This design comes from an exercise in tuning for small area, a short achievable clock period and few clock cycles per item on the open sky130 flow, not from production work.
RTL that was checked went through simulation tests only; none was proved equivalent to the original.
Only the layout flow was run in run 1; the RTL was not checked for function there.
No activity file was given, so power comes from the tool's default toggle rates.

==> flow/design.v <==
module frame_encoder #(
    parameter MAX_LEN = 64
) (
    input  wire       clk,
    input  wire       rst,
    input  wire       in_valid,
    output reg        in_ready,
    input  wire [7:0] in_data,
    input  wire       in_last,
    input  wire       in_corrupt,
    output reg        out_valid,
    input  wire       out_ready,
    output reg  [7:0] out_data,
    output reg        out_last
);
    localparam N  = 69;
    localparam PW = 7;
    localparam W_OPEN  = 3'd0;
    localparam W_CODE0 = 3'd1;
    localparam W_DATA  = 3'd2;
    localparam W_T1    = 3'd3;
    localparam W_T2    = 3'd4;
    localparam W_CLOSE = 3'd5;
    localparam R_OPEN  = 2'd0;
    localparam R_CODE0 = 2'd1;
    localparam R_BODY  = 2'd2;
    function [15:0] crc_step(input [15:0] c, input [7:0] b);
        reg [7:0] x;
        begin
            x = c[15:8] ^ b;
            x = x ^ (x >> 4);
            crc_step = (c << 8) ^ ({8'd0, x} << 12) ^ ({8'd0, x} << 5) ^ {8'd0, x};
        end
    endfunction
    reg  [7:0]   r_data [0:N-1];
    reg  [N-1:0] r_flag;
    reg  [PW-1:0] ic;         
    reg          init;        
    reg  [PW-1:0] w_wait;     
    reg  [PW-1:0] r_wait;     
    reg          w_turn;      
    reg          r_turn;      
    reg  [PW-1:0] cnt;        
    reg          c_zero;      
    reg          c_full;      
    reg          c_high;      
    reg          c_ge3;       
    reg          cons;        
    reg  [2:0]   w_state;
    reg  [15:0]  crc;
    reg          corrupt;     
    reg  [1:0]   r_state;
    wire out_free = !out_valid || out_ready;
    wire in_fire  = in_valid && in_ready;
    wire       t_hi   = (w_state == W_T1) ^ !corrupt;
    wire [7:0] t_byte = t_hi ? crc[15:8] : crc[7:0];
    wire       t_zero = (t_byte == 8'h00);
    wire w_data = (w_state == W_DATA);
    wire proc   = in_fire;                         
    wire write  = w_data ? in_fire : (w_turn && !c_full);
    reg        w_flag;
    reg  [7:0] w_byte;
    always @* begin
        w_flag = 1'b0;
        w_byte = in_data;
        case (w_state)
            W_DATA:  w_flag = (in_data == 8'h00);
            W_T1, W_T2: begin
                w_flag = t_zero;
                w_byte = t_byte;
            end
            W_CLOSE: begin
                w_flag = 1'b1;
                w_byte = 8'd1;
            end
            default: ;
        endcase
    end
    reg  [2:0] w_state_n;
    always @* begin
        w_state_n = w_state;
        if (write) begin
            case (w_state)
                W_OPEN:  w_state_n = W_CODE0;
                W_CODE0: w_state_n = W_DATA;
                W_DATA:  if (in_last) w_state_n = W_T1;
                W_T1:    w_state_n = W_T2;
                W_T2:    w_state_n = W_CLOSE;
                default: w_state_n = W_OPEN;
            endcase
        end
    end
    wire       s_flag = r_flag[N-2];
    wire [7:0] s_byte = r_data[N-2];
    reg  [127:0] g;           
    reg          fv [0:7][0:127];
    reg  [6:0]   fi [0:7][0:127];
    integer l, k;
    always @* begin
        g = 128'd0;
        for (k = 1; k <= N - 3; k = k + 1)
            g[k] = r_flag[N-3-k];
        for (k = 0; k < 128; k = k + 1) begin
            fv[0][k] = g[k];
            fi[0][k] = 7'd0;
        end
        for (l = 1; l <= 7; l = l + 1)
            for (k = 0; k < (128 >> l); k = k + 1) begin
                fv[l][k] = fv[l-1][2*k] | fv[l-1][2*k+1];
                fi[l][k] = fv[l-1][2*k] ? fi[l-1][2*k]
                                        : (fi[l-1][2*k+1] | (7'd1 << (l-1)));
            end
    end
    reg        gap_found;     
    reg  [6:0] gap_near;      
    wire       found = gap_found || r_flag[0];
    wire [6:0] gap   = gap_found ? gap_near : N - 2;
    wire is_close  = s_flag && s_byte[0];
    wire need_code = (r_state == R_CODE0) || ((r_state == R_BODY) && s_flag && !s_byte[0]);
    wire r_ready   = (r_state == R_OPEN) ? c_ge3 : !c_zero;
    wire consume   = r_turn && r_ready && out_free && (!need_code || found);
    wire          c_up   = write && !consume;
    wire          c_down = !write && consume;
    wire [PW-1:0] cnt_p  = cnt + 1'b1;
    wire [PW-1:0] cnt_m  = cnt - 1'b1;
    wire [PW-1:0] cnt_n  = c_up ? cnt_p : c_down ? cnt_m : cnt;
    wire          zero_n = c_up ? 1'b0 : c_down ? (cnt_m == 0) : c_zero;
    wire          high_n = c_up ? (cnt_p == N - 1) : c_down ? (cnt_m == N - 1) : c_high;
    wire          ge3_n  = c_up ? (cnt_p >= 3) : c_down ? (cnt_m >= 3) : c_ge3;
    wire          empty    = c_zero && !write;
    wire [PW-1:0] w_wait_n = (empty || write) ? {PW{1'b0}} :
                             w_turn ? N - 1 : w_wait - 1'b1;
    wire [PW-1:0] r_wait_n = empty ? N - 1 :
                             consume ? {PW{1'b0}} :
                             r_turn ? N - 1 : r_wait - 1'b1;
    wire          w_turn_n = empty || write || (!w_turn && w_wait == 1);
    wire          r_turn_n = !empty && (consume || (!r_turn && r_wait == 1));
    wire          full_n   = c_up ? c_high : c_down ? 1'b0 : c_full;
    wire          proc_n    = (w_state_n == W_DATA) && w_turn_n && !full_n;
    integer i;
    always @(posedge clk) begin
        for (i = 1; i < N; i = i + 1)
            r_data[i] <= r_data[i-1];
        r_data[0] <= write ? w_byte : r_data[N-1];
    end
    always @(posedge clk) begin
        r_flag <= {r_flag[N-2:0],
                   rst ? 1'b0 :
                   write ? w_flag : (r_flag[N-1] && !cons && !init)};
    end
    always @(posedge clk) begin
        if (rst) begin
            ic        <= 0;
            init      <= 1'b1;
            w_wait    <= 0;
            r_wait    <= N - 1;
            w_turn    <= 1'b1;
            r_turn    <= 1'b0;
            cnt       <= 0;
            c_zero    <= 1'b1;
            c_full    <= 1'b0;
            c_high    <= 1'b0;
            c_ge3     <= 1'b0;
            cons      <= 1'b0;
            in_ready  <= 1'b0;
            w_state   <= W_OPEN;
            crc       <= 16'hFFFF;
            r_state   <= R_OPEN;
            out_valid <= 1'b0;
            out_data  <= 8'h00;
            out_last  <= 1'b0;
        end else begin
            if (init) ic <= ic + 1'b1;
            if (ic == N - 1) init <= 1'b0;
            w_wait  <= w_wait_n;
            r_wait  <= r_wait_n;
            w_turn  <= w_turn_n;
            r_turn  <= r_turn_n;
            cnt     <= cnt_n;
            c_zero  <= zero_n;
            c_full  <= full_n;
            c_high  <= high_n;
            c_ge3   <= ge3_n;
            cons    <= consume;
            gap_found <= fv[7][0];
            gap_near  <= fi[7][0];
            w_state <= w_state_n;
            in_ready <= proc_n;
            if (proc) begin
                crc  <= crc_step(crc, in_data);
                if (in_last) corrupt <= in_corrupt;
            end
            if (write && w_state == W_CLOSE) crc <= 16'hFFFF;
            if (out_valid && out_ready) out_valid <= 1'b0;
            if (consume) begin
                out_valid <= 1'b1;
                out_last  <= 1'b0;
                case (r_state)
                    R_OPEN: begin
                        out_data <= 8'h00;
                        r_state  <= R_CODE0;
                    end
                    R_CODE0: begin
                        out_data <= {1'b0, gap};
                        r_state  <= R_BODY;
                    end
                    default: begin
                        if (!s_flag) begin
                            out_data <= s_byte;
                        end else if (is_close) begin
                            out_data <= 8'h00;
                            out_last <= 1'b1;
                            r_state  <= R_OPEN;
                        end else begin
                            out_data <= {1'b0, gap};
                        end
                    end
                endcase
            end
        end
    end
endmodule
==> flow/run.sh <==
#!/bin/bash
# synth_recipe.tcl (not shown) runs the flow's synth.tcl, then flattens the netlist and writes it again
# the make line also repeats each setting of config.mk as NAME=value (left out here)
make -C /OpenROAD-flow-scripts/flow DESIGN_CONFIG=/design/flow/config.mk WORK_HOME=/design/flow/orfs CLKGATE_MAP_FILE= SYNTH_SCRIPT=/design/flow/synth_recipe.tcl finish
==> flow/config.mk <==
export PLATFORM = sky130hd
export DESIGN_NAME = frame_encoder
export DESIGN_NICKNAME = frame_encoder
export VERILOG_FILES = /design/flow/design.v
export SDC_FILE = /design/flow/constraint.sdc
export NUM_CORES = 4
export LEC_CHECK = 0
export ABC_AREA = 1
export CAP_MARGIN = 20
export CORE_MARGIN = 2
export CORE_UTILIZATION = 40
export CTS_CLUSTER_DIAMETER = 100
export CTS_CLUSTER_SIZE = 24
export PLACE_DENSITY = 0.6
export SETUP_SLACK_MARGIN = 3.5
export SLEW_MARGIN = 20
==> flow/constraint.sdc <==
create_clock -name core_clock -period 6.0 [get_ports {clk}]
set_input_delay 1.2000 -clock core_clock [delete_from_list [all_inputs] [get_ports {clk}]]
set_output_delay 1.2000 -clock core_clock [all_outputs]
set_load 0.01 [all_outputs]
==> results of run 1 <==
==> where the power goes <==
group          internal (mW)  leakage (nW)  switching [mW]  total (mW)
clock                   1.09         0.473            1.35        2.44
combinational          0.316          1.67           0.515       0.832
sequential              5.98          5.79           0.348        6.33
total                   7.39          7.93            2.21        9.60
==> cell type report <==
type | count | area [um2]
fill | 3905 | 23600
clock buffer | 38 | 887
inverter | 95 | 364
timing repair buffer | 33 | 284
clock inverter | 5 | 81.3
sequential | 698 | 14100
timing repair inverter | 1 | 7.51
tap | 585 | 732
multi-input combinational | 529 | 2900
==> registers in the layout, summed over array words and instances, names as in the netlist, 2 cells and up <==
signal    flops
r_data      552
r_flag       69
crc          16
out_data      8
cnt           7
gap_near      7
ic            7
r_wait        7
w_wait        7
w_state       3
r_state       2
==> layout by cell type (no fill, tap or decap), drive strengths merged, types with 4 or more instances in the layout <==
cell / Yosys / layout
a21oi: 42 / 42
a31oi: 4 / 4
a32oi: 4 / 4
buf: 5 / 11
clkbuf: 8 / 39
clkdlybuf4s50: 0 / 10
dfxtp: 689 / 689
dlygate4sd2: 0 / 9
edfxtp: 9 / 9
ha: 14 / 14
inv: 94 / 96
nand2: 148 / 148
nand3: 50 / 50
nand4: 9 / 9
nor2: 95 / 95
nor3: 13 / 13
nor4: 5 / 5
o211ai: 14 / 14
o21ai: 63 / 63
o21bai: 6 / 6
o221ai: 4 / 4
o22ai: 5 / 5
o31ai: 5 / 5
or2: 5 / 5
xnor2: 13 / 13
xor2: 18 / 18
==> worst max path at each step <==
stage | to | slack [ns] | depth (start not counted)
global route | in_ready | 3.50 | 1
finish | in_ready | 3.56 | 1
floorplan | c_ge3 | 3.23 | 11
CTS | c_ge3 | 3.51 | 9
global placement | crc[9] | 2.26 | 5
detailed placement | crc[10] | 2.20 | 5
==> metrics by stage <==
step	total power [mW]	cells	hold WS (ns)
after global routing	10.1	1984	0.329
after CTS	9.73	1984	0.327
after detailed placement	7.24	1931	0.312
after global placement	7.21	1931	0.311
final	9.60	1984	0.325
after floorplan	6.94	1335	0.310
==> per-layer routing <==
| metal | global-route usage, % | vias to the layer above |
|---|---|---|
| met1 | 15.4 | 3924 |
| met5 | 0 | - |
| li1 | - | 4370 |
| met4 | 3.71 | 0 |
| met3 | 2.36 | 34 |
| met2 | 16.6 | 100 |
==> cells by family after synthesis <==
kind of cell / count (synthesis) / share of synthesized area (%)
adders and majority gates: 14 / 1.01
AOI/OAI and AO/OA: 157 / 5.41
DFF: 698 / 81.1
and+or+nand+nor: 327 / 8.45
buffers and inverters: 108 / 2.47
xor gates and xnor gates: 31 / 1.57
==> cells in the mapped netlist (6+ instances only) <==
| cell type | n |
|---|---|
| sky130_fd_sc_hd__nor2_1 | 86 |
| sky130_fd_sc_hd__nor3_1 | 11 |
| sky130_fd_sc_hd__nand3_1 | 49 |
| sky130_fd_sc_hd__o21bai_1 | 6 |
| sky130_fd_sc_hd__edfxtp_1 | 9 |
| sky130_fd_sc_hd__o211ai_1 | 14 |
| sky130_fd_sc_hd__a21oi_1 | 42 |
| sky130_fd_sc_hd__xnor2_1 | 13 |
| sky130_fd_sc_hd__clkbuf_1 | 8 |
| sky130_fd_sc_hd__xor2_1 | 18 |
| sky130_fd_sc_hd__o21ai_0 | 58 |
| sky130_fd_sc_hd__inv_1 | 87 |
| sky130_fd_sc_hd__dfxtp_1 | 689 |
| sky130_fd_sc_hd__nand2_2 | 7 |
| sky130_fd_sc_hd__nand4_1 | 8 |
| sky130_fd_sc_hd__nand2_1 | 140 |
| sky130_fd_sc_hd__inv_2 | 6 |
| sky130_fd_sc_hd__ha_1 | 14 |
==> timing repair <==
item	CTS	global route
hold buffers	0	0
endpoints found under the hold margin	0	0
pin swaps	5	4
gates cloned	1	0
endpoints found under the setup margin	75	7
gates resized for setup	24	8
setup buffers	9	0
==> metrics.log, run 1 <==
[metrics] die boundary height: 212 um
[metrics] Antenna Violating Nets Remaining: 0
[metrics] register bit count reported by yosys: 698
[metrics] proportion of netlist area held by the largest area contributor: 79.5%
[metrics] I/O Buffers: 24
[metrics] worst-margin pin slew: 0.836 ns
[metrics] worst-case setup margin in the final layout: 3.56 ns
[metrics] highest-delay cell along the critical path: sky130_fd_sc_hd__dfxtp_2
[metrics] total track usage: 10.9%
[metrics] met3 WL: 833 um
[metrics] Worst Setup End Kind: primary output
[metrics] cell family contributing the most delay on the critical path: flip-flops
[metrics] number of synthesized flops with an enable pin: 9
[metrics] Yosys warning total: 4
[metrics] number of rows in the core area: 76
[metrics] maximum number of buffers from clock root to sink: 3
[metrics] number of instances on the worst hold path: 0
[metrics] cell area after placement: 18300 um2
[metrics] buffer cell driving the clock tree root: sky130_fd_sc_hd__clkbuf_16
[metrics] HPWL after DPL: 14900 um
[metrics] uppermost signal routing layer after detailed routing: met4
[metrics] cell type with the largest total area after synthesis: sky130_fd_sc_hd__dfxtp_1
[metrics] synth top area cells: sky130_fd_sc_hd__dfxtp_1, sky130_fd_sc_hd__nand2_1, sky130_fd_sc_hd__inv_1
[metrics] Final GP Congestion: 0.807
[metrics] number of max-cap violations: 0
[metrics] met1 WL: 12300 um
[metrics] power density of the placed cells: 497 nW/um2
[metrics] proportion of synthesized flip-flops having asynchronous set or reset: 0%
[metrics] endpoint with the worst hold slack: r_data[22][2]
[metrics] number of top-level pins: 25
[metrics] Hold Crit Class: register to register
[metrics] worst reg2reg startpoint: r_state[0]
[metrics] sequential share of the synthesized area: 81.1%
[metrics] peak supply drop: 0.193 mV
[metrics] mean routed wirelength per cell: 12.0 um
[metrics] highest fanout seen on the critical path: 2
[metrics] GR Overflow Total: 0
[metrics] vias in the first global route: 8195
[metrics] layout overhead on the synthesized area: 11.4%
[metrics] instance count of the mapped netlist: 1335
[metrics] # H-tree levels: 2
[metrics] min-delay src: r_data[21][2]
[metrics] die extent in x: 212 um
[metrics] cell area after layout: 19300 um2
[metrics] layout net count: 1421
[metrics] final WL: 23700 um
[metrics] Final min period: 2.44 ns
[metrics] total CTS buffers: 35
[metrics] Period Utilization, post-route: 40.7%
[metrics] pin count of the biggest net entering global routing: 26
[metrics] CP Data Required Time: 4.80 ns
[metrics] aggregate negative setup slack: 0 ns
[metrics] insertion delay of the later-clocked pin in the worst-skew pair: 0.56 ns
[metrics] beginning of the critical path: in_ready
[metrics] flip-flop cell with the highest count after synthesis: sky130_fd_sc_hd__dfxtp_1
[metrics] Max stage delay on crit path: 0.40 ns
[metrics] Crit path arrival time: 1.24 ns
[metrics] final setup fails: 0
[metrics] share of final-layout standard cells stronger than drive strength 1: 7.08%
[metrics] via count: 8428
[metrics] CTS tree: built
[metrics] antenna fix cells: 0
[metrics] synthesized area divided by synthesized cell count: 13.0 um2
[metrics] 1st-pass router iterations: 5
[metrics] core box area: 42900 um2
[metrics] Worst Reg2Reg Path Length in Cells: 12
[metrics] final routed DRC violation total: 0
[metrics] crit path cell chain: dlygate4sd2_1
[metrics] Layout Skew: 0.0141 ns
[metrics] number of pins with negative max-slew slack in the final report: 0
[metrics] status: finished clean
[metrics] element type at the critical path start: register
[metrics] relative slew slack: 44.3%
[metrics] number of distinct library cell variants in the gate-level netlist after synthesis: 47
[metrics] worst path buffer plus inverter count: 1
[metrics] utilization after layout: 45.1%
[metrics] Register-to-Register Setup Slack: 3.78 ns
[metrics] Achievable Freq: 409 MHz
[metrics] worst setup timing slack at the placement stage: 2.20 ns
[metrics] clk slew on worst S/H paths: 0.09 ns
[metrics] DIE AREA: 45000 um2
[metrics] initial DRC count: 492
[metrics] synthesized area: 17300 um2
[metrics] RSZ-0062 raised after global routing: false
[metrics] leakage power figure: 7.93 nW
[metrics] Critical R2R Capture: c_high
[metrics] total nets after synthesis: 1363
[metrics] antenna violations before repair: 0
[metrics] first-pass GRT wire length: 39900 um
[metrics] hold violation count in the final report: 0
[metrics] effective utilization at floorplan: 40.4%
[metrics] start-to-end type of the worst setup path: register to primary output
[metrics] Num Clock Sinks: 698
[metrics] Avg Vias per Cell: 4.25
[metrics] sum of met2 wire segment lengths after detailed routing: 10100 um
==> run 2, diff against run 1 <==
--- a/flow/design.v
+++ b/flow/design.v
@@ -14,5 +14,5 @@
     output reg        out_last
 );
-    localparam N  = 69;
+    localparam N  = 68;
     localparam PW = 7;
     localparam W_OPEN  = 3'd0;
@@ -114,6 +114,6 @@
     reg        gap_found;     
     reg  [6:0] gap_near;      
-    wire       found = gap_found || r_flag[0];
-    wire [6:0] gap   = gap_found ? gap_near : N - 2;
+    wire       found = gap_found || r_flag[0] || (c_full && r_flag[N-1]);
+    wire [6:0] gap   = gap_found ? gap_near : r_flag[0] ? N - 2 : N - 1;
     wire is_close  = s_flag && s_byte[0];
     wire need_code = (r_state == R_CODE0) || ((r_state == R_BODY) && s_flag && !s_byte[0]);
==> metrics.log, run 2 <==
[metrics] leakage power figure: 7.94 nW
[metrics] final setup fails: 0
[metrics] hold_buf cts: 0
[metrics] instance count of the mapped netlist: 1352
[metrics] start-to-end type of the worst setup path: register to primary output
[metrics] pin count of the biggest net entering global routing: 26
[metrics] crit path cell chain: dlygate4sd2_1
[metrics] cell area after placement: 18100 um2
[metrics] CTS tree: built
[metrics] clk slew on worst S/H paths: 0.09 ns
[metrics] worst path buffer plus inverter count: 1
[metrics] 1st-pass router iterations: 5
[metrics] antenna violations before repair: 1
[metrics] proportion of synthesized flip-flops having asynchronous set or reset: 0%
[metrics] die boundary height: 211 um
[metrics] total CTS buffers: 34
[metrics] element type at the critical path start: register
[metrics] Achievable Freq: 411 MHz
[metrics] Yosys warning total: 4
[metrics] relative slew slack: 57.2%
[metrics] registers with the most flip-flops: r_data (544), r_flag (68), crc (16)
[metrics] initial DRC count: 432
[metrics] highest fanout seen on the critical path: 2
[metrics] core box area: 42100 um2
[metrics] total nets after synthesis: 1379
[metrics] effective utilization at floorplan: 40.8%
[metrics] via count: 8526
[metrics] antenna fix cells: 0
[metrics] CP Data Required Time: 4.80 ns
[metrics] # H-tree levels: 2
[metrics] most common cell in the netlist: sky130_fd_sc_hd__dfxtp_1
[metrics] die extent in x: 211 um
[metrics] power density of the placed cells: 506 nW/um2
[metrics] highest-delay cell along the critical path: sky130_fd_sc_hd__dfxtp_4
[metrics] peak supply drop: 0.340 mV
[metrics] PnR Total Power: 9.67 mW
[metrics] total track usage: 10.8%
[metrics] Layout Skew: 0.00973 ns
[metrics] Hold Crit Class: register to register
[metrics] number of max-cap violations: 0
[metrics] synthesized area: 17200 um2
[metrics] worst hold slack: 0.324 ns
[metrics] aggregate negative setup slack: 0 ns
[metrics] max FFs per register: 544
[metrics] Avg Vias per Cell: 4.38
[metrics] proportion of netlist area held by the largest area contributor: 79.3%
[metrics] Max stage delay on crit path: 0.41 ns
[metrics] Final GP Congestion: 0.838
[metrics] worst-margin pin slew: 0.641 ns
[metrics] Biggest register: r_data
[metrics] I/O Buffers: 24
[metrics] number of distinct library cell variants in the gate-level netlist after synthesis: 45
[metrics] layout net count: 1430
[metrics] Num Clock Sinks: 689
[metrics] final WL: 23500 um
[metrics] status: finished clean
[metrics] cell family contributing the most delay on the critical path: flip-flops
[metrics] final routed DRC violation total: 0
[metrics] Crit path arrival time: 1.24 ns
[metrics] flip-flop cell with the highest count after synthesis: sky130_fd_sc_hd__dfxtp_1
[metrics] Worst Setup End Kind: primary output
[metrics] Period Utilization, post-route: 40.6%
[metrics] leading cell type in the layout, fill and taps excluded: sky130_fd_sc_hd__dfxtp_1
[metrics] Final min period: 2.44 ns
[metrics] HPWL after DPL: 14700 um
[metrics] synthesized area divided by synthesized cell count: 12.7 um2
[metrics] DIE AREA: 44600 um2
[metrics] hold violation count in the final report: 0
[metrics] RSZ-0062 raised after global routing: false
[metrics] mean routed wirelength per cell: 12.1 um
[metrics] GR Overflow Total: 0
[metrics] sequential share of the synthesized area: 80.8%
[metrics] insertion delay of the later-clocked pin in the worst-skew pair: 0.54 ns
[metrics] number of top-level pins: 25
[metrics] cell type with the largest total area after synthesis: sky130_fd_sc_hd__dfxtp_1
[metrics] buffer cell driving the clock tree root: sky130_fd_sc_hd__clkbuf_16
[metrics] first-pass GRT wire length: 39900 um
[metrics] most used standard cells in the synthesized netlist: sky130_fd_sc_hd__dfxtp_1, sky130_fd_sc_hd__nand2_1, sky130_fd_sc_hd__nor2_1, sky130_fd_sc_hd__inv_1, sky130_fd_sc_hd__o21ai_0
[metrics] register bit count reported by yosys: 689
[metrics] Antenna Violating Nets Remaining: 0
[metrics] number of pins with negative max-slew slack in the final report: 0
[metrics] number of rows in the core area: 75
[metrics] utilization after layout: 45.4%
[metrics] leading cell types in the layout, fill and taps excluded: sky130_fd_sc_hd__dfxtp_1, sky130_fd_sc_hd__nand2_1, sky130_fd_sc_hd__nor2_1, sky130_fd_sc_hd__inv_1, sky130_fd_sc_hd__o21ai_0
[metrics] vias in the first global route: 8244
[metrics] cell area after layout: 19100 um2
[metrics] share of final-layout standard cells stronger than drive strength 1: 6.75%
[metrics] synth top area cells: sky130_fd_sc_hd__dfxtp_1, sky130_fd_sc_hd__nand2_1, sky130_fd_sc_hd__nor2_1
[metrics] number of synthesized flops with an enable pin: 9
[metrics] layout overhead on the synthesized area: 11.3%
[metrics] maximum number of buffers from clock root to sink: 3
-- run 2: cell types whose count changed in the layout (fill, tap and decap cells not counted), moves of 4 or more --
cell | previous run | this run
sky130_fd_sc_hd__o21ai_0 | 56 | 61
sky130_fd_sc_hd__nor2_1 | 85 | 98
sky130_fd_sc_hd__nand2_1 | 139 | 153
sky130_fd_sc_hd__or2_2 | 3 | 8
sky130_fd_sc_hd__inv_1 | 85 | 90
sky130_fd_sc_hd__a32oi_1 | 4 | 0
sky130_fd_sc_hd__xor2_1 | 18 | 12
sky130_fd_sc_hd__dfxtp_1 | 687 | 679
sky130_fd_sc_hd__buf_4 | 9 | 5
-- run 2: cell families after synthesis --
group           share of synthesized area (%)
mux                                    0.0583
simple gates                             8.87
buf+inv                                  2.61
flops                                    80.8
fa+ha+maj                               0.947
xor+xnor                                 1.33
compound gates                           5.37
-- run 2: final timing paths --
check / from / endpoint / slack [ns] / depth (start not counted)
setup / recovery: in_ready / in_ready / 3.56 / 1
hold / removal: r_data[65][4] / r_data[66][4] / 0.32 / 0
setup reg to reg: r_state[1] / c_high / 3.71 / 15
hold reg to reg: r_data[65][4] / r_data[66][4] / 0.32 / 0
-- run 2: final cells by class --
type                    count  area (um2)
well taps                 539         674
fillers                  3758       23000
clock inverters             4        63.8
flip-flops and latches    689       13900
repair buffers             30         283
multi-input cells         549        2940
inverters                  99         382
clock buffers              37         883
-- run 2: metal layers --
metal	share of wire (%)	vias to the layer above	track usage [%]
met3	5.0	52	2.59
met5	0.047	-	0
met1	53	3948	15.9
met4	2.9	2	4.18
li1	-	4407	-
met2	39	117	15.4
-- run 2: report_power, final --
group	internal, mW	total [mW]	switching, mW
registers	5.98	6.35	0.368
clock network	1.11	2.41	1.30
logic	0.350	0.921	0.571
total	7.43	9.67	2.24
-- run 2: repair_timing --
action                                  4_1_cts  5_1_grt
gates resized for setup                      20       11
endpoints found under the setup margin       82       15
buffers inserted                              4        1
gates cloned                                  1        0
pin swaps                                     2        6
-- run 2: stage by stage --
stage / instances / setup slack (ns)
after floorplan: 1352 / 3.39
after global placement: 1900 / 2.37
after detailed placement: 1900 / 2.38
after CTS: 1946 / 3.36
after global routing: 1947 / 3.48
final: 1947 / 3.56
Testbench counts of run 2, summed over its fixed seeds: cycles 47,282, frames 1,200.
==> run 3, diff against run 2 <==
--- a/flow/config.mk
+++ b/flow/config.mk
@@ -10,6 +10,6 @@
 export CORE_MARGIN = 2
 export CORE_UTILIZATION = 40
-export CTS_CLUSTER_DIAMETER = 100
-export CTS_CLUSTER_SIZE = 24
+export CTS_CLUSTER_DIAMETER = 70
+export CTS_CLUSTER_SIZE = 30
 export PLACE_DENSITY = 0.6
 export SETUP_SLACK_MARGIN = 3.5
==> metrics.log, run 3 <==
[metrics] sequential share of the synthesized area: 80.8%
[metrics] proportion of netlist area held by the largest area contributor: 79.3%
[metrics] layout net count: 1431
[metrics] antenna fix cells: 0
[metrics] HPWL after DPL: 14700 um
[metrics] initial DRC count: 496
[metrics] number of distinct library cell variants in the gate-level netlist after synthesis: 45
[metrics] buffer cell driving the clock tree root: sky130_fd_sc_hd__clkbuf_16
[metrics] leading cell types in the layout, fill and taps excluded: sky130_fd_sc_hd__dfxtp_1, sky130_fd_sc_hd__nand2_1, sky130_fd_sc_hd__nor2_1, sky130_fd_sc_hd__inv_1, sky130_fd_sc_hd__o21ai_0
[metrics] GR Overflow Total: 0
[metrics] Yosys warning total: 4
[metrics] Cell Count, Final, Fillers Out: 1954
[metrics] Worst Setup End Kind: register
[metrics] total track usage: 10.7%
[metrics] aggregate negative setup slack: 0 ns
[metrics] core box area: 42100 um2
[metrics] utilization after layout: 45.5%
[metrics] Layout Skew: 0.0204 ns
[metrics] relative slew slack: 58.1%
[metrics] hold violation count in the final report: 0
[metrics] PnR Total Power: 9.70 mW
[metrics] Avg Vias per Cell: 4.35
[metrics] worst-margin pin slew: 0.628 ns
[metrics] vias in the first global route: 8100
[metrics] Final GP Congestion: 0.838
[metrics] worst hold slack: 0.326 ns
[metrics] Num Clock Sinks: 689
[metrics] number of top-level pins: 25
[metrics] Achievable Freq: 405 MHz
[metrics] worst path buffer plus inverter count: 2
[metrics] flip-flop cell with the highest count after synthesis: sky130_fd_sc_hd__dfxtp_1
[metrics] highest-delay cell along the critical path: sky130_fd_sc_hd__clkdlybuf4s15_1
[metrics] worst-case setup margin in the final layout: 3.53 ns
[metrics] proportion of synthesized flip-flops having asynchronous set or reset: 0%
[metrics] element type at the critical path start: input port
[metrics] final routed DRC violation total: 0
[metrics] Period Utilization, post-route: 41.2%
[metrics] Antenna Violating Nets Remaining: 0
[metrics] clk slew on worst S/H paths: 0.10 ns
[metrics] RSZ-0062 raised after global routing: true
[metrics] first-pass GRT wire length: 39500 um
[metrics] # H-tree levels: 1
[metrics] CTS tree: built
[metrics] cell area after placement: 18100 um2
[metrics] cell type with the largest total area after synthesis: sky130_fd_sc_hd__dfxtp_1
[metrics] pin count of the biggest net entering global routing: 31
[metrics] mean routed wirelength per cell: 12.0 um
[metrics] share of final-layout standard cells stronger than drive strength 1: 7.21%
[metrics] cell family contributing the most delay on the critical path: compound AO/OA/AOI/OAI gates
[metrics] 1st-pass router iterations: 5
[metrics] most common cell in the netlist: sky130_fd_sc_hd__dfxtp_1
[metrics] Final min period: 2.47 ns
[metrics] Cells after DPL: 1900
[metrics] effective utilization at floorplan: 40.8%
[metrics] number of synthesized flops with an enable pin: 9
[metrics] Biggest register: r_data
[metrics] hold_buf cts: 0
[metrics] worst setup timing slack at the placement stage: 2.38 ns
[metrics] most used standard cells in the synthesized netlist: sky130_fd_sc_hd__dfxtp_1, sky130_fd_sc_hd__nand2_1, sky130_fd_sc_hd__nor2_1, sky130_fd_sc_hd__inv_1, sky130_fd_sc_hd__o21ai_0
[metrics] leading cell type in the layout, fill and taps excluded: sky130_fd_sc_hd__dfxtp_1
[metrics] maximum number of buffers from clock root to sink: 3
[metrics] I/O Buffers: 24
[metrics] synthesized area: 17200 um2
[metrics] number of pins with negative max-slew slack in the final report: 0
[metrics] via count: 8508
[metrics] leakage power figure: 7.95 nW
[metrics] DIE AREA: 44600 um2
[metrics] antenna violations before repair: 1
[metrics] Crit path arrival time: 3.01 ns
[metrics] total CTS buffers: 31
[metrics] highest fanout seen on the critical path: 14
[metrics] final WL: 23400 um
[metrics] register bit count reported by yosys: 689
[metrics] synthesized area divided by synthesized cell count: 12.7 um2
[metrics] Max stage delay on crit path: 0.35 ns
[metrics] peak supply drop: 0.294 mV
[metrics] layout overhead on the synthesized area: 11.6%
[metrics] synth top area cells: sky130_fd_sc_hd__dfxtp_1, sky130_fd_sc_hd__nand2_1, sky130_fd_sc_hd__nor2_1
[metrics] die boundary height: 211 um
[metrics] number of max-cap violations: 0
[metrics] Hold Crit Class: register to register
[metrics] final setup fails: 0
[metrics] start-to-end type of the worst setup path: input port to register
[metrics] instance count of the mapped netlist: 1352
[metrics] number of rows in the core area: 75
[metrics] power density of the placed cells: 506 nW/um2
[metrics] max FFs per register: 544
[metrics] die extent in x: 211 um
[metrics] cell area after layout: 19200 um2
[metrics] CP Data Required Time: 6.54 ns
[metrics] insertion delay of the later-clocked pin in the worst-skew pair: 0.61 ns
[metrics] crit path cell chain: clkdlybuf4s15_1 -> nand2_8 -> o21ai_4 -> ha_4 -> inv_4 -> a21oi_2 -> nand2_1 -> nor2_1 -> nand2_1 -> nor2_1 -> nand3_1 -> a21oi_2
[metrics] total nets after synthesis: 1379
[metrics] status: finished clean
[metrics] registers with the most flip-flops: r_data (544), r_flag (68), crc (16)
-- run 3: cell families (layout without fill, tap and decap cells) --
group           after synthesis  in the layout  share of synthesized area, %
buf+inv                     115            177                          2.61
compound gates              156            157                          5.37
mux                           1              1                        0.0583
flops                       689            689                          80.8
xor+xnor                     26             26                          1.33
simple gates                352            352                          8.87
fa+ha+maj                    13             13                         0.947
-- run 3: worst paths after layout --
check	depth (start not counted)	slack [ns]	end	from
worst max-delay path	12	3.53	c_high	in_valid
worst min-delay path	0	0.33	r_data[56][6]	r_data[55][6]
worst max register to register	15	3.69	c_high	r_state[1]
worst min register to register	0	0.33	r_data[56][6]	r_data[55][6]
-- run 3: layout make-up --
class                   count  area (um2)
flip-flops and latches    689       13900
clock buffers              32         779
inverters                  99         393
multi-input cells         549        2920
well taps                 539         674
fillers                  3747       23000
repair buffers             34         319
clock inverters            12         195
-- run 3: power breakdown --
group          total, mW  leakage [nW]  switching [mW]  internal (mW)
clock network       2.42         0.474            1.42           1.01
logic              0.932          1.76           0.573          0.359
registers           6.34          5.72           0.367           5.97
-- run 3: per-layer routing --
layer / vias to the layer above / global-route usage [%] / part of all wire [%] / wire (um)
li1: 4416 / - / - / -
met1: 3924 / 16.0 / 53 / 12400
met2: 118 / 15.3 / 39 / 9170
met3: 48 / 2.45 / 5.2 / 1220
met4: 2 / 3.42 / 2.5 / 578
met5: - / 0 / 0.068 / 16
-- run 3: repair_timing --
action,4_1_cts,5_1_grt
pin swaps,1,5
cloned,1,0
setup endpoints to repair,74,29
buffers inserted,4,5
gates resized for setup,20,15
==> run 4, diff against run 3 <==
--- a/flow/config.mk
+++ b/flow/config.mk
@@ -9,8 +9,8 @@
 export CAP_MARGIN = 20
 export CORE_MARGIN = 2
-export CORE_UTILIZATION = 40
-export CTS_CLUSTER_DIAMETER = 70
-export CTS_CLUSTER_SIZE = 30
-export PLACE_DENSITY = 0.6
+export CORE_UTILIZATION = 55
+export CTS_CLUSTER_DIAMETER = 100
+export CTS_CLUSTER_SIZE = 24
+export PLACE_DENSITY = 0.7
 export SETUP_SLACK_MARGIN = 3.5
 export SLEW_MARGIN = 20
==> metrics.log, run 4 <==
[metrics] status: finished clean
[metrics] Period Utilization, post-route: 40.4%
[metrics] Hold Crit Class: register to register
[metrics] antenna violations before repair: 0
[metrics] share of final-layout standard cells stronger than drive strength 1: 7.08%
[metrics] Critical R2R Capture: c_high
[metrics] first-pass GRT wire length: 40200 um
[metrics] clk slew on worst S/H paths: 0.10 ns
[metrics] relative slew slack: 61.2%
[metrics] Max stage delay on crit path: 0.40 ns
[metrics] layout overhead on the synthesized area: 10.1%
[metrics] synthesized area: 17200 um2
[metrics] synth top area cells: sky130_fd_sc_hd__dfxtp_1, sky130_fd_sc_hd__nand2_1, sky130_fd_sc_hd__nor2_1
[metrics] # H-tree levels: 2
[metrics] most used standard cells in the synthesized netlist: sky130_fd_sc_hd__dfxtp_1, sky130_fd_sc_hd__nand2_1, sky130_fd_sc_hd__nor2_1, sky130_fd_sc_hd__inv_1, sky130_fd_sc_hd__o21ai_0
[metrics] highest fanout seen on the critical path: 2
[metrics] start-to-end type of the worst setup path: register to primary output
[metrics] Register-to-Register Setup Slack: 3.76 ns
[metrics] final WL: 23800 um
[metrics] pin count of the biggest net entering global routing: 26
[metrics] element type at the critical path start: register
[metrics] worst reg2reg startpoint: r_state[1]
[metrics] number of rows in the core area: 64
[metrics] Final min period: 2.43 ns
[metrics] worst-margin pin slew: 0.582 ns
[metrics] mean routed wirelength per cell: 13.1 um
[metrics] number of pins with negative max-slew slack in the final report: 0
[metrics] most common cell in the netlist: sky130_fd_sc_hd__dfxtp_1
[metrics] Biggest register: r_data
[metrics] synthesized area divided by synthesized cell count: 12.7 um2
[metrics] buffer cell driving the clock tree root: sky130_fd_sc_hd__clkbuf_16
[metrics] utilization after layout: 61.7%
[metrics] RSZ-0062 raised after global routing: false
[metrics] Worst Setup End Kind: primary output
[metrics] aggregate negative setup slack: 0 ns
[metrics] via count: 8555
[metrics] crit path cell chain: clkdlybuf4s15_2
[metrics] peak supply drop: 0.362 mV
[metrics] registers with the most flip-flops: r_data (544), r_flag (68), crc (16)
[metrics] hold violation count in the final report: 0
[metrics] number of synthesized flops with an enable pin: 9
[metrics] DIE AREA: 32700 um2
[metrics] CTS tree: built
[metrics] layout net count: 1434
[metrics] Yosys warning total: 4
[metrics] Worst Reg2Reg Path Length in Cells: 15
[metrics] antenna fix cells: 0
[metrics] highest-delay cell along the critical path: sky130_fd_sc_hd__dfxtp_2
[metrics] sequential share of the synthesized area: 80.8%
[metrics] core box area: 30700 um2
[metrics] final routed DRC violation total: 0
[metrics] proportion of synthesized flip-flops having asynchronous set or reset: 0%
[metrics] number of distinct library cell variants in the gate-level netlist after synthesis: 45
[metrics] total nets after synthesis: 1379
[metrics] insertion delay of the later-clocked pin in the worst-skew pair: 0.55 ns
[metrics] max FFs per register: 544
[metrics] leading cell types in the layout, fill and taps excluded: sky130_fd_sc_hd__dfxtp_1, sky130_fd_sc_hd__nand2_1, sky130_fd_sc_hd__nor2_1, sky130_fd_sc_hd__inv_1, sky130_fd_sc_hd__o21ai_0
[metrics] I/O Buffers: 24
[metrics] Layout Skew: 0.0229 ns
[metrics] vias in the first global route: 8185
[metrics] worst path buffer plus inverter count: 1
[metrics] last element of the critical path: in_ready
[metrics] cell type with the largest total area after synthesis: sky130_fd_sc_hd__dfxtp_1
[metrics] flip-flop cell with the highest count after synthesis: sky130_fd_sc_hd__dfxtp_1
[metrics] Crit path arrival time: 1.23 ns
[metrics] Achievable Freq: 412 MHz
[metrics] beginning of the critical path: in_ready
[metrics] instance count on the critical path: 1
[metrics] number of top-level pins: 25
[metrics] leakage power figure: 7.92 nW
[metrics] total CTS buffers: 34
[metrics] Avg Vias per Cell: 4.73
[metrics] register bit count reported by yosys: 689
[metrics] proportion of netlist area held by the largest area contributor: 79.3%
[metrics] cell family contributing the most delay on the critical path: flip-flops
[metrics] power density of the placed cells: 510 nW/um2
[metrics] PnR Total Power: 9.65 mW
[metrics] GR Overflow Total: 0
[metrics] hold_buf cts: 0
[metrics] die extent in x: 181 um
[metrics] number of max-cap violations: 0
[metrics] initial DRC count: 474
[metrics] maximum number of buffers from clock root to sink: 3
[metrics] instance count of the mapped netlist: 1352
[metrics] Final GP Congestion: 0.840
[metrics] effective utilization at floorplan: 56.0%
[metrics] die boundary height: 181 um
[metrics] final setup fails: 0
[metrics] 1st-pass router iterations: 6
[metrics] CP Data Required Time: 4.80 ns
[metrics] Antenna Violating Nets Remaining: 0
[metrics] total track usage: 14.8%
[metrics] HPWL after DPL: 14600 um
[metrics] Num Clock Sinks: 689
[metrics] leading cell type in the layout, fill and taps excluded: sky130_fd_sc_hd__dfxtp_1
[run 4: cell types whose count changed in the layout (fill, tap and decap cells not counted), sizes merged]
cell,delta
clkbuf,+7
clkdlybuf4s15,-2
clkinv,-4
dlygate4sd2,+2
dlymetal6s2s,-1
inv,-4
[run 4: through the flow]
stage / setup slack [ns] / hold slack [ns] / cell area [um2] / instances
6_report: 3.57 / 0.318 / 18900 / 1809
3_5_place_dp: 2.36 / 0.312 / 17900 / 1757
3_3_place_gp: 2.42 / 0.310 / 17900 / 1757
5_1_grt: 3.49 / 0.327 / 18900 / 1809
2_1_floorplan: 3.39 / 0.310 / 17200 / 1352
4_1_cts: 3.49 / 0.319 / 18900 / 1808
[run 4: repair_timing]
item	4_1_cts	5_1_grt
gates cloned	1	0
hold endpoints to repair	0	0
buffers inserted	8	1
pin swaps	7	1
endpoints found under the setup margin	83	16
resized for setup	24	9
[run 4: power by group]
group          switching, mW  total [mW]  leakage, nW  internal [mW]
clock                   1.31        2.35        0.444           1.04
combinational          0.574       0.940         1.76          0.365
sequential             0.383        6.36         5.72           5.98
total                   2.27        9.65         7.92           7.39
[run 4: logic make-up (layout without fill, tap and decap cells)]
family / count (synthesis) / in the layout / synth area share [%]
buf+inv: 115 / 175 / 2.61
simple gates: 352 / 352 / 8.87
flops: 689 / 689 / 80.8
mux: 1 / 1 / 0.0583
xor+xnor: 26 / 26 / 1.33
fa+ha+maj: 13 / 13 / 0.947
compound gates: 156 / 157 / 5.37
[run 4: layer usage]
| layer | track usage [%] | share of wire (%) | vias to the layer above |
|---|---|---|---|
| met5 | 0 | 0 | - |
| met4 | 4.97 | 2.2 | 0 |
| met3 | 2.78 | 4.3 | 39 |
| met2 | 21.2 | 41 | 152 |
| met1 | 22.6 | 53 | 3964 |
| li1 | - | - | 4400 |
[run 4: final cells by class]
class,count,area [um2]
inverters,99,380
repair buffers,34,293
well taps,396,495
multi-input cells,549,2950
clock inverters,4,42.5
clock buffers,38,866
fillers,2338,11800
flip-flops and latches,689,13900
[run 4: worst min path at each step]
stage	slack, ns	from	end	cells past startpoint
floorplan	0.31	r_data[9][0]	r_data[10][0]	0
global placement	0.31	r_data[0][0]	r_data[1][0]	0
detailed placement	0.31	r_data[42][7]	r_data[43][7]	0
CTS	0.32	r_data[1][6]	r_data[2][6]	0
global route	0.33	r_data[65][1]	r_data[66][1]	0
finish	0.32	r_data[65][1]	r_data[66][1]	0
==> run 5, diff against run 4 <==
--- a/flow/config.mk
+++ b/flow/config.mk
@@ -13,4 +13,4 @@
 export CTS_CLUSTER_SIZE = 24
 export PLACE_DENSITY = 0.7
-export SETUP_SLACK_MARGIN = 3.5
+export SETUP_SLACK_MARGIN = 3.65
 export SLEW_MARGIN = 20
==> metrics.log, run 5 <==
[metrics] CTS tree: built
[metrics] Register-to-Register Setup Slack: 3.85 ns
[metrics] first-pass GRT wire length: 39000 um
[metrics] last element of the critical path: out_data[3]
[metrics] worst reg2reg startpoint: r_state[1]
[metrics] worst-case setup margin in the final layout: 3.70 ns
[metrics] Antenna Violating Nets Remaining: 0
[metrics] clk slew on worst S/H paths: 0.10 ns
[metrics] number of synthesized flops with an enable pin: 9
[metrics] buffer cell driving the clock tree root: sky130_fd_sc_hd__clkbuf_16
[metrics] via count: 8501
[metrics] instance count of the mapped netlist: 1352
[metrics] max FFs per register: 544
[metrics] cell family contributing the most delay on the critical path: flip-flops
[metrics] cell area after layout: 18900 um2
[metrics] cell area after placement: 17900 um2
[metrics] most common cell in the netlist: sky130_fd_sc_hd__dfxtp_1
[metrics] Cells after DPL: 1757
[metrics] antenna fix cells: 0
[metrics] Period Utilization, post-route: 38.4%
[metrics] number of max-cap violations: 0
[metrics] number of top-level pins: 25
[metrics] aggregate negative setup slack: 0 ns
[metrics] HPWL after DPL: 14400 um
[metrics] number of pins with negative max-slew slack in the final report: 0
[metrics] number of rows in the core area: 64
[metrics] utilization after layout: 61.8%
[metrics] CP Data Required Time: 4.80 ns
[metrics] proportion of synthesized flip-flops having asynchronous set or reset: 0%
[metrics] mean routed wirelength per cell: 12.8 um
[metrics] worst setup timing slack at the placement stage: 2.46 ns
[metrics] Max stage delay on crit path: 0.34 ns
[metrics] pin count of the biggest net entering global routing: 31
[metrics] Worst Setup End Kind: primary output
[metrics] hold violation count in the final report: 0
[metrics] crit path cell chain: clkdlybuf4s15_2
[metrics] # H-tree levels: 2
[metrics] Hold Crit Class: register to register
[metrics] RSZ-0062 raised after global routing: true
[metrics] most used standard cells in the synthesized netlist: sky130_fd_sc_hd__dfxtp_1, sky130_fd_sc_hd__nand2_1, sky130_fd_sc_hd__nor2_1, sky130_fd_sc_hd__inv_1, sky130_fd_sc_hd__o21ai_0
[metrics] proportion of netlist area held by the largest area contributor: 79.3%
[metrics] leakage power figure: 7.87 nW
[metrics] synth top area cells: sky130_fd_sc_hd__dfxtp_1, sky130_fd_sc_hd__nand2_1, sky130_fd_sc_hd__nor2_1
[metrics] total track usage: 14.4%
[metrics] Num Clock Sinks: 689
[metrics] total nets after synthesis: 1379
[metrics] layout overhead on the synthesized area: 10.3%
[metrics] die boundary height: 181 um
[metrics] final routed DRC violation total: 0
[metrics] cell type with the largest total area after synthesis: sky130_fd_sc_hd__dfxtp_1
[metrics] Filler Cells Inserted: 2331
[metrics] core box area: 30700 um2
[metrics] registers with the most flip-flops: r_data (544), r_flag (68), crc (16)
[metrics] synthesized area: 17200 um2
[metrics] DIE AREA: 32700 um2
[metrics] relative slew slack: 59.2%
[metrics] number of distinct library cell variants in the gate-level netlist after synthesis: 45
[metrics] die extent in x: 181 um
[metrics] Crit path arrival time: 1.10 ns
[metrics] share of final-layout standard cells stronger than drive strength 1: 8.44%
[metrics] vias in the first global route: 8053
[metrics] Yosys warning total: 4
[metrics] Achievable Freq: 434 MHz
[metrics] final WL: 23200 um
[metrics] highest fanout seen on the critical path: 2
[metrics] beginning of the critical path: out_data[3]
[metrics] status: finished clean
[metrics] power density of the placed cells: 508 nW/um2
[metrics] Biggest register: r_data
[metrics] worst hold slack: 0.311 ns
[metrics] Layout Skew: 0.0247 ns
[metrics] Avg Vias per Cell: 4.71
[metrics] element type at the critical path start: register
[metrics] leading cell type in the layout, fill and taps excluded: sky130_fd_sc_hd__dfxtp_1
[metrics] worst path buffer plus inverter count: 1
[metrics] Final min period: 2.30 ns
[metrics] Cell Count, Final, Fillers Out: 1806
[metrics] register bit count reported by yosys: 689
[metrics] insertion delay of the later-clocked pin in the worst-skew pair: 0.55 ns
[metrics] I/O Buffers: 24
[metrics] PnR Total Power: 9.63 mW
[metrics] worst-margin pin slew: 0.611 ns
[metrics] sequential share of the synthesized area: 80.8%
[metrics] antenna violations before repair: 0
[metrics] Worst Reg2Reg Path Length in Cells: 15
[metrics] maximum number of buffers from clock root to sink: 3
[metrics] final setup fails: 0
[metrics] instance count on the critical path: 1
[metrics] synthesized area divided by synthesized cell count: 12.7 um2
[metrics] peak supply drop: 0.321 mV
[metrics] flip-flop cell with the highest count after synthesis: sky130_fd_sc_hd__dfxtp_1
[metrics] total CTS buffers: 34
[metrics] Final GP Congestion: 0.877
[metrics] hold_buf cts: 0
[metrics] leading cell types in the layout, fill and taps excluded: sky130_fd_sc_hd__dfxtp_1, sky130_fd_sc_hd__nand2_1, sky130_fd_sc_hd__nor2_1, sky130_fd_sc_hd__inv_1, sky130_fd_sc_hd__o21ai_0
[metrics] 1st-pass router iterations: 5
[metrics] highest-delay cell along the critical path: sky130_fd_sc_hd__dfxtp_2
[metrics] GR Overflow Total: 0
[metrics] initial DRC count: 409
[metrics] layout net count: 1431
[metrics] start-to-end type of the worst setup path: register to primary output
[metrics] Critical R2R Capture: c_high
[metrics] effective utilization at floorplan: 56.0%
-- run 5: worst min-delay path by stage --
| stage | depth (start not counted) | to | slack [ns] | start |
|---|---|---|---|---|
| final | 0 | r_data[3][2] | 0.31 | r_data[2][2] |
| after global routing | 0 | r_data[58][7] | 0.33 | r_data[57][7] |
| after CTS | 0 | r_data[3][2] | 0.32 | r_data[2][2] |
| after detailed placement | 0 | r_data[22][6] | 0.31 | r_data[21][6] |
| after global placement | 0 | r_data[9][7] | 0.31 | r_data[8][7] |
| after floorplan | 0 | r_data[10][0] | 0.31 | r_data[9][0] |
-- run 5: cell type report --
cell class                 instances  area, um2  share of cell area (%)
tap                              396        495                    2.62
inverter                          99        397                    2.09
sequential                       689      13900                    73.4
clock inverter                     4       42.5                   0.225
multi-input combinational        549       2980                    15.7
clock buffer                      38        866                    4.57
timing repair buffer              31        269                    1.42
-- run 5: per-layer routing --
layer | wire length, um | GRT usage, % | vias to the layer above
li1 | - | - | 4404
met1 | 12200 | 22.0 | 3931
met2 | 9530 | 20.8 | 125
met3 | 944 | 2.70 | 41
met4 | 552 | 4.61 | 0
met5 | 0 | 0 | -
-- run 5: cell families (layout without fill, tap and decap cells) --
logic type               Yosys count  count (layout)  synth area share (%)
AND/OR/NAND/NOR                  352             352                  8.87
AO/OA/AOI/OAI                    156             157                  5.37
XOR/XNOR                          26              26                  1.33
multiplexers                       1               1                0.0583
flip-flops                       689             689                  80.8
adder cells (fa/ha/maj)           13              13                 0.947
buffers and inverters            115             172                  2.61
-- run 5: power breakdown --
part	internal [mW]	switching, mW
Combinational	0.353	0.561
Clock	1.04	1.30
Sequential	5.98	0.393
Total	7.37	2.26
-- run 5: what timing repair did --
| action | CTS | global route |
|---|---|---|
| pin swaps | 9 | 2 |
| gates resized for setup | 52 | 18 |
| cloned | 1 | 0 |
| setup buffers | 5 | 1 |
| setup endpoints to repair | 79 | 25 |
==> run 6, diff against run 5 <==
--- a/flow/config.mk
+++ b/flow/config.mk
@@ -13,4 +13,4 @@
 export CTS_CLUSTER_SIZE = 24
 export PLACE_DENSITY = 0.7
-export SETUP_SLACK_MARGIN = 3.65
+export SETUP_SLACK_MARGIN = 4.0
 export SLEW_MARGIN = 20
==> metrics.log, run 6 <==
[metrics] HPWL after DPL: 14400 um
[metrics] Hold Crit Class: register to register
[metrics] Num Clock Sinks: 689
[metrics] most used standard cells in the synthesized netlist: sky130_fd_sc_hd__dfxtp_1, sky130_fd_sc_hd__nand2_1, sky130_fd_sc_hd__nor2_1, sky130_fd_sc_hd__inv_1, sky130_fd_sc_hd__o21ai_0
[metrics] proportion of netlist area held by the largest area contributor: 79.3%
[metrics] PnR Total Power: 9.74 mW
[metrics] worst setup timing slack at the placement stage: 2.33 ns
[metrics] total CTS buffers: 34
[metrics] number of distinct library cell variants in the gate-level netlist after synthesis: 45
[metrics] CP Data Required Time: 4.80 ns
[metrics] synthesized area divided by synthesized cell count: 12.7 um2
[metrics] proportion of synthesized flip-flops having asynchronous set or reset: 0%
[metrics] Max stage delay on crit path: 0.38 ns
[metrics] highest fanout seen on the critical path: 2
[metrics] synth top area cells: sky130_fd_sc_hd__dfxtp_1, sky130_fd_sc_hd__nand2_1, sky130_fd_sc_hd__nor2_1
[metrics] Crit path arrival time: 1.03 ns
[metrics] Filler Cells Inserted: 2289
[metrics] die boundary height: 181 um
[metrics] sequential share of the synthesized area: 80.8%
[metrics] I/O Buffers: 24
[metrics] layout net count: 1453
[metrics] total track usage: 14.5%
[metrics] GR Overflow Total: 0
[metrics] cell area after layout: 19300 um2
[metrics] number of pins with negative max-slew slack in the final report: 0
[metrics] 1st-pass router iterations: 4
[metrics] worst-margin pin slew: 0.500 ns
[metrics] cell type with the largest total area after synthesis: sky130_fd_sc_hd__dfxtp_1
[metrics] most common cell in the netlist: sky130_fd_sc_hd__dfxtp_1
[metrics] worst-case setup margin in the final layout: 3.77 ns
[metrics] Layout Skew: 0.0158 ns
[metrics] # H-tree levels: 2
[metrics] effective utilization at floorplan: 56.0%
[metrics] leading cell types in the layout, fill and taps excluded: sky130_fd_sc_hd__dfxtp_1, sky130_fd_sc_hd__nand2_1, sky130_fd_sc_hd__nor2_1, sky130_fd_sc_hd__inv_1, sky130_fd_sc_hd__o21ai_0
[metrics] highest-delay cell along the critical path: sky130_fd_sc_hd__dfxtp_4
[metrics] core box area: 30700 um2
[metrics] initial DRC count: 498
[metrics] Cells after DPL: 1756
[metrics] buffer cell driving the clock tree root: sky130_fd_sc_hd__clkbuf_16
[metrics] cell family contributing the most delay on the critical path: flip-flops
[metrics] Period Utilization, post-route: 37.2%
[metrics] Biggest register: r_data
[metrics] power density of the placed cells: 504 nW/um2
[metrics] registers with the most flip-flops: r_data (544), r_flag (68), crc (16)
[metrics] area taken by flip-flops and latches: 13900 um2
[metrics] flip-flop cell with the highest count after synthesis: sky130_fd_sc_hd__dfxtp_1
[metrics] share of final-layout standard cells stronger than drive strength 1: 12.1%
[metrics] Achievable Freq: 448 MHz
[metrics] aggregate negative setup slack: 0 ns
[metrics] synthesized area: 17200 um2
[metrics] number of synthesized flops with an enable pin: 9
[metrics] Final min period: 2.23 ns
[metrics] relative slew slack: 66.7%
[metrics] instance count of the mapped netlist: 1352
[metrics] insertion delay of the later-clocked pin in the worst-skew pair: 0.54 ns
[metrics] hold violation count in the final report: 0
[metrics] utilization after layout: 63.1%
[metrics] layout overhead on the synthesized area: 12.6%
[metrics] final setup fails: 0
[metrics] final routed DRC violation total: 0
[metrics] start-to-end type of the worst setup path: register to primary output
[metrics] die extent in x: 181 um
[metrics] max FFs per register: 544
[metrics] leading cell type in the layout, fill and taps excluded: sky130_fd_sc_hd__dfxtp_1
[metrics] Yosys warning total: 4
[metrics] multi-input logic area: 3120 um2
[metrics] Cell Count, Final, Fillers Out: 1831
[metrics] cell area after placement: 18000 um2
[metrics] Worst Setup End Kind: primary output
[metrics] mean routed wirelength per cell: 12.8 um
[metrics] pin count of the biggest net entering global routing: 35
[metrics] leakage power figure: 8.06 nW
[metrics] crit path cell chain: buf_6
[metrics] final WL: 23500 um
[metrics] vias in the first global route: 8142
[metrics] number of max-cap violations: 0
[metrics] clk slew on worst S/H paths: 0.10 ns
[metrics] worst path buffer plus inverter count: 1
[metrics] total nets after synthesis: 1379
[metrics] first-pass GRT wire length: 39500 um
[metrics] Avg Vias per Cell: 4.71
[metrics] Antenna Violating Nets Remaining: 0
[metrics] antenna violations before repair: 8
[metrics] Final GP Congestion: 0.877
[metrics] register bit count reported by yosys: 689
[metrics] DIE AREA: 32700 um2
[metrics] via count: 8629
[metrics] number of top-level pins: 25
[metrics] RSZ-0062 raised after global routing: true
[metrics] worst hold slack: 0.324 ns
[metrics] element type at the critical path start: register
[metrics] peak supply drop: 0.378 mV
[metrics] maximum number of buffers from clock root to sink: 3
[metrics] CTS tree: built
[metrics] number of rows in the core area: 64
[metrics] status: finished clean
-- run 6: cell counts after synthesis --
Identical to the previous run, type by type.
-- run 6: worst reg2reg max path: stages (launching register included) --
cell	delay [ns]
sky130_fd_sc_hd__dfxtp_4	0.37
sky130_fd_sc_hd__inv_2	0.07
sky130_fd_sc_hd__nand2_4	0.11
sky130_fd_sc_hd__inv_2	0.06
sky130_fd_sc_hd__a21oi_4	0.13
sky130_fd_sc_hd__o2111ai_2	0.17
sky130_fd_sc_hd__nand2_4	0.14
sky130_fd_sc_hd__ha_4	0.22
sky130_fd_sc_hd__inv_4	0.06
sky130_fd_sc_hd__a21oi_2	0.15
sky130_fd_sc_hd__nand2_1	0.06
sky130_fd_sc_hd__nor2_1	0.10
sky130_fd_sc_hd__nand2_1	0.06
sky130_fd_sc_hd__nor2_1	0.09
sky130_fd_sc_hd__nand3_1	0.07
sky130_fd_sc_hd__a21oi_1	0.13
-- run 6: kinds of logic (layout without fill, tap and decap cells) --
family                   count (synthesis)  count (layout)  share of synthesized area [%]
adder cells (fa/ha/maj)                 13              13                          0.947
multiplexers                             1               1                         0.0583
flip-flops                             689             689                           80.8
other                                    0               3                              0
XOR/XNOR                                26              26                           1.33
buffers and inverters                  115             194                           2.61
AO/OA/AOI/OAI                          156             157                           5.37
AND/OR/NAND/NOR                        352             352                           8.87
-- run 6: cell type report --
| type | instances | area share [%] |
|---|---|---|
| tap | 396 | 2.56 |
| clock buffer | 39 | 4.61 |
| clock inverter | 3 | 0.213 |
| inverter | 99 | 2.19 |
| multi-input combinational | 549 | 16.1 |
| sequential | 689 | 71.9 |
| timing repair buffer | 51 | 2.32 |
| antenna | 3 | 0.0388 |
| timing repair inverter | 2 | 0.0647 |
-- run 6: timing repair --
action	in CTS	in global routing
gates resized for setup	119	19
endpoints found under the setup margin	96	29
pin swaps	17	10
setup buffers	16	11
hold buffers	0	0
cloned	2	1
-- run 6: routing by layer --
layer	global-route usage, %	up-vias	wire, um
met5	0	-	50
met4	4.81	8	644
met3	3.67	58	1240
met2	20.6	143	9380
met1	21.8	3963	12200
li1	-	4457	-
-- run 6: path summary, 6_finish.rpt --
path,start,slack [ns],to,depth (start not counted)
min reg2reg,r_data[18][4],0.32,r_data[19][4],0
max,in_ready,3.77,in_ready,1
max reg2reg,r_state[1],3.97,c_high,15
min,r_data[18][4],0.32,r_data[19][4],0
-- run 6: power breakdown --
group,internal [mW],switching (mW)
sequential,5.98,0.379
combinational,0.416,0.611
clock,1.07,1.29
total,7.46,2.28
==> run 7, diff against run 6 <==
--- a/flow/config.mk
+++ b/flow/config.mk
@@ -13,4 +13,4 @@
 export CTS_CLUSTER_SIZE = 24
 export PLACE_DENSITY = 0.7
-export SETUP_SLACK_MARGIN = 4.0
+export SETUP_SLACK_MARGIN = 3.8
 export SLEW_MARGIN = 20
==> metrics.log, run 7 <==
[metrics] Cells after DPL: 1756
[metrics] xor/xnor cell area share of the yosys netlist: 1.33%
[metrics] Hold Crit Class: register to register
[metrics] Num Clock Sinks: 689
[metrics] synth top area cells: sky130_fd_sc_hd__dfxtp_1, sky130_fd_sc_hd__nand2_1, sky130_fd_sc_hd__nor2_1
[metrics] RSZ-0062 raised after global routing: true
[metrics] Simple-Gate Fraction of Synth Area: 8.87%
[metrics] clk slew on worst S/H paths: 0.10 ns
[metrics] total track usage: 14.7%
[metrics] die extent in x: 181 um
[metrics] Worst Reg2Reg Path Length in Cells: 10
[metrics] min-delay src: r_data[2][3]
[metrics] share of final-layout standard cells stronger than drive strength 1: 10.5%
[metrics] mean routed wirelength per cell: 13.3 um
[metrics] total CTS buffers: 34
[metrics] Avg Vias per Cell: 4.71
[metrics] cell area after placement: 17900 um2
[metrics] pin count of the biggest net entering global routing: 35
[metrics] start-to-end type of the worst setup path: register to primary output
[metrics] effective utilization at floorplan: 56.0%
[metrics] Period Utilization, post-route: 37.1%
[metrics] hold violation count in the final report: 0
[metrics] Max stage delay on crit path: 0.38 ns
[metrics] beginning of the critical path: in_ready
[metrics] most common cell in the netlist: sky130_fd_sc_hd__dfxtp_1
[metrics] number of instances on the worst hold path: 0
[metrics] number of rows in the core area: 64
[metrics] final WL: 24100 um
[metrics] die boundary height: 181 um
[metrics] final routed DRC violation total: 0
[metrics] proportion of netlist area held by the largest area contributor: 79.3%
[metrics] Antenna Violating Nets Remaining: 0
[metrics] highest-delay cell along the critical path: sky130_fd_sc_hd__dfxtp_4
[metrics] CP Data Required Time: 4.80 ns
[metrics] Final min period: 2.23 ns
[metrics] proportion of synthesized flip-flops having asynchronous set or reset: 0%
[metrics] initial DRC count: 534
[metrics] crit path cell chain: buf_6
[metrics] registers with the most flip-flops: r_data (544), r_flag (68), crc (16)
[metrics] via count: 8560
[metrics] worst setup timing slack at the placement stage: 2.27 ns
[metrics] worst-margin pin slew: 0.595 ns
[metrics] most used standard cells in the synthesized netlist: sky130_fd_sc_hd__dfxtp_1, sky130_fd_sc_hd__nand2_1, sky130_fd_sc_hd__nor2_1, sky130_fd_sc_hd__inv_1, sky130_fd_sc_hd__o21ai_0
[metrics] worst-case setup margin in the final layout: 3.77 ns
[metrics] number of pins with negative max-slew slack in the final report: 0
[metrics] number of synthesized flops with an enable pin: 9
[metrics] CTS tree: built
[metrics] highest fanout seen on the critical path: 2
[metrics] buffer cell driving the clock tree root: sky130_fd_sc_hd__clkbuf_16
[metrics] max FFs per register: 544
[metrics] sequential share of the synthesized area: 80.8%
[metrics] hold_buf cts: 0
[metrics] layout overhead on the synthesized area: 11.8%
[metrics] insertion delay of the later-clocked pin in the worst-skew pair: 0.54 ns
[metrics] cell type with the largest total area after synthesis: sky130_fd_sc_hd__dfxtp_1
[metrics] Cell Count, Final, Fillers Out: 1818
[metrics] synthesized area divided by synthesized cell count: 12.7 um2
[metrics] leading cell type in the layout, fill and taps excluded: sky130_fd_sc_hd__dfxtp_1
[metrics] layout net count: 1444
[metrics] fraction of the mapped netlist area in compound gates: 5.37%
[metrics] number of max-cap violations: 0
[metrics] PnR Total Power: 9.71 mW
[metrics] Worst Setup End Kind: primary output
[metrics] cell family contributing the most delay on the critical path: flip-flops
[metrics] Achievable Freq: 449 MHz
[metrics] first-pass GRT wire length: 39900 um
[metrics] Synth Area in Adders: 0.947%
[metrics] worst hold slack: 0.324 ns
[metrics] power density of the placed cells: 506 nW/um2
[metrics] antenna violations before repair: 3
[metrics] multiplexer share of the synthesized area: 0.0583%
[metrics] register bit count reported by yosys: 689
[metrics] GR Overflow Total: 0
[metrics] number of distinct library cell variants in the gate-level netlist after synthesis: 45
[metrics] final setup fails: 0
[metrics] maximum number of buffers from clock root to sink: 3
[metrics] leakage power figure: 8.02 nW
[metrics] HPWL after DPL: 15000 um
[metrics] core box area: 30700 um2
[metrics] vias in the first global route: 8202
[metrics] aggregate negative setup slack: 0 ns
[metrics] flip-flop cell with the highest count after synthesis: sky130_fd_sc_hd__dfxtp_1
[metrics] total nets after synthesis: 1379
[metrics] Crit path arrival time: 1.03 ns
[metrics] instance count of the mapped netlist: 1352
[metrics] synthesized area: 17200 um2
[metrics] instance count on the critical path: 1
[metrics] Biggest register: r_data
[metrics] 1st-pass router iterations: 5
[metrics] cell area after layout: 19200 um2
[metrics] Final GP Congestion: 0.887
[metrics] relative slew slack: 60.3%
[metrics] element type at the critical path start: register
[metrics] # H-tree levels: 2
[metrics] I/O Buffers: 24
[metrics] Yosys warning total: 4
[metrics] worst path buffer plus inverter count: 1
[metrics] number of top-level pins: 25
[metrics] DIE AREA: 32700 um2
[metrics] combinational family with the most area after synthesis: simple AND/OR/NAND/NOR gates
[metrics] status: finished clean
[metrics] worst reg2reg startpoint: gap_found
[metrics] Layout Skew: 0.0235 ns
[metrics] utilization after layout: 62.6%
[metrics] antenna fix cells: 0
[metrics] peak supply drop: 0.338 mV
[metrics] leading cell types in the layout, fill and taps excluded: sky130_fd_sc_hd__dfxtp_1, sky130_fd_sc_hd__nand2_1, sky130_fd_sc_hd__nor2_1, sky130_fd_sc_hd__inv_1, sky130_fd_sc_hd__o21ai_0
## run 7: cell counts after synthesis
Identical to the previous run, type by type.
## run 7: final timing paths
path,end,slack [ns]
worst min register to register,r_data[3][3],0.32
worst max-delay path,in_ready,3.77
worst max register to register,c_high,3.84
worst min-delay path,r_data[3][3],0.32
## run 7: cell type report
type	instances	area (um2)
Clock buffer	37	862
Tap cell	396	495
Clock inverter	4	42.5
Multi-Input combinational cell	549	3090
Inverter	99	405
Fill cell	2319	11500
Sequential cell	689	13900
Timing Repair Buffer	44	407
## run 7: cell families (layout without fill, tap and decap cells)
| logic type | count (synthesis) | count (layout) |
|---|---|---|
| AND/OR/NAND/NOR | 352 | 352 |
| multiplexers | 1 | 1 |
| XOR/XNOR | 26 | 26 |
| AO/OA/AOI/OAI | 156 | 157 |
| flip-flops | 689 | 689 |
| adder cells (fa/ha/maj) | 13 | 13 |
| buffers and inverters | 115 | 184 |
## run 7: metal layers
metal,vias up,track usage (%),wire [um]
li1,4422,-,-
met1,3948,22.7,12600
met2,142,20.9,9770
met3,48,2.84,1090
met4,0,4.68,633
met5,-,0,0
## run 7: worst register-to-register path: stages (launching register included)
cell and delay (ns):
sky130_fd_sc_hd__edfxtp_1 0.45, sky130_fd_sc_hd__nor2_1 0.30, sky130_fd_sc_hd__o2111ai_4 0.19, sky130_fd_sc_hd__nand2_4 0.13
sky130_fd_sc_hd__ha_4 0.21, sky130_fd_sc_hd__buf_4 0.15, sky130_fd_sc_hd__mux2i_4 0.23, sky130_fd_sc_hd__nand2_1 0.07
sky130_fd_sc_hd__nor2_1 0.10, sky130_fd_sc_hd__nand3_1 0.07, sky130_fd_sc_hd__a21oi_1 0.18
## run 7: power breakdown
part           leakage [nW]  switching (mW)  internal, mW
Combinational          1.85           0.610         0.403
Sequential             5.72           0.385          5.98
Clock                 0.443            1.29          1.04
Total                  8.02            2.29          7.42
## run 7: repair_timing
action | CTS | global route
setup endpoints to repair | 96 | 29
setup buffers | 12 | 8
resized for setup | 99 | 25
gates cloned | 1 | 0
pin swaps | 13 | 11

[what the ideal ports hide]
How much do the figures lean on ideal ports? The routed layouts below were timed once more, with nothing changed but the port constraints. Step 1 sets driving cells, clkbuf_16 on the clock port and buf_2 on the other inputs (assumed; they add their load-dependent delay and slew). Step 2 adds t to the input delays and takes it off the output delays; t is the mean of the earliest and latest rising clock arrival at the registers after step 1. Input paths then give back, and output paths get back, about the clock's delay inside the block. a / b / c = ideal / step 1 / step 2; a / b = the first two.
run	shift t [ns]	setup WS [ns]	worst hold slack (ns)	latest minus earliest clock arrival (ns)
run 1	0.595	3.558 / 3.509 / 3.038	0.325 / 0.325 / 0.325	0.019 / 0.019
run 2	0.581	3.564 / 3.515 / 3.058	0.324 / 0.324 / 0.324	0.015 / 0.014
run 3	0.658	3.530 / 3.486 / 2.896	0.326 / 0.326 / 0.326	0.020 / 0.020
run 4	0.585	3.574 / 3.524 / 3.079	0.318 / 0.318 / 0.318	0.030 / 0.029
run 5	0.588	3.696 / 3.647 / 3.152	0.311 / 0.311 / 0.311	0.038 / 0.038
run 6	0.575	3.767 / 3.719 / 3.356	0.324 / 0.324 / 0.324	0.020 / 0.020
run 7	0.578	3.772 / 3.723 / 3.274	0.324 / 0.324 / 0.324	0.029 / 0.030
After both steps every run listed still meets setup and hold. For run 3, which loses most, drivers alone change the setup slack by -0.044 ns; drivers and shift together by -0.634 ns.
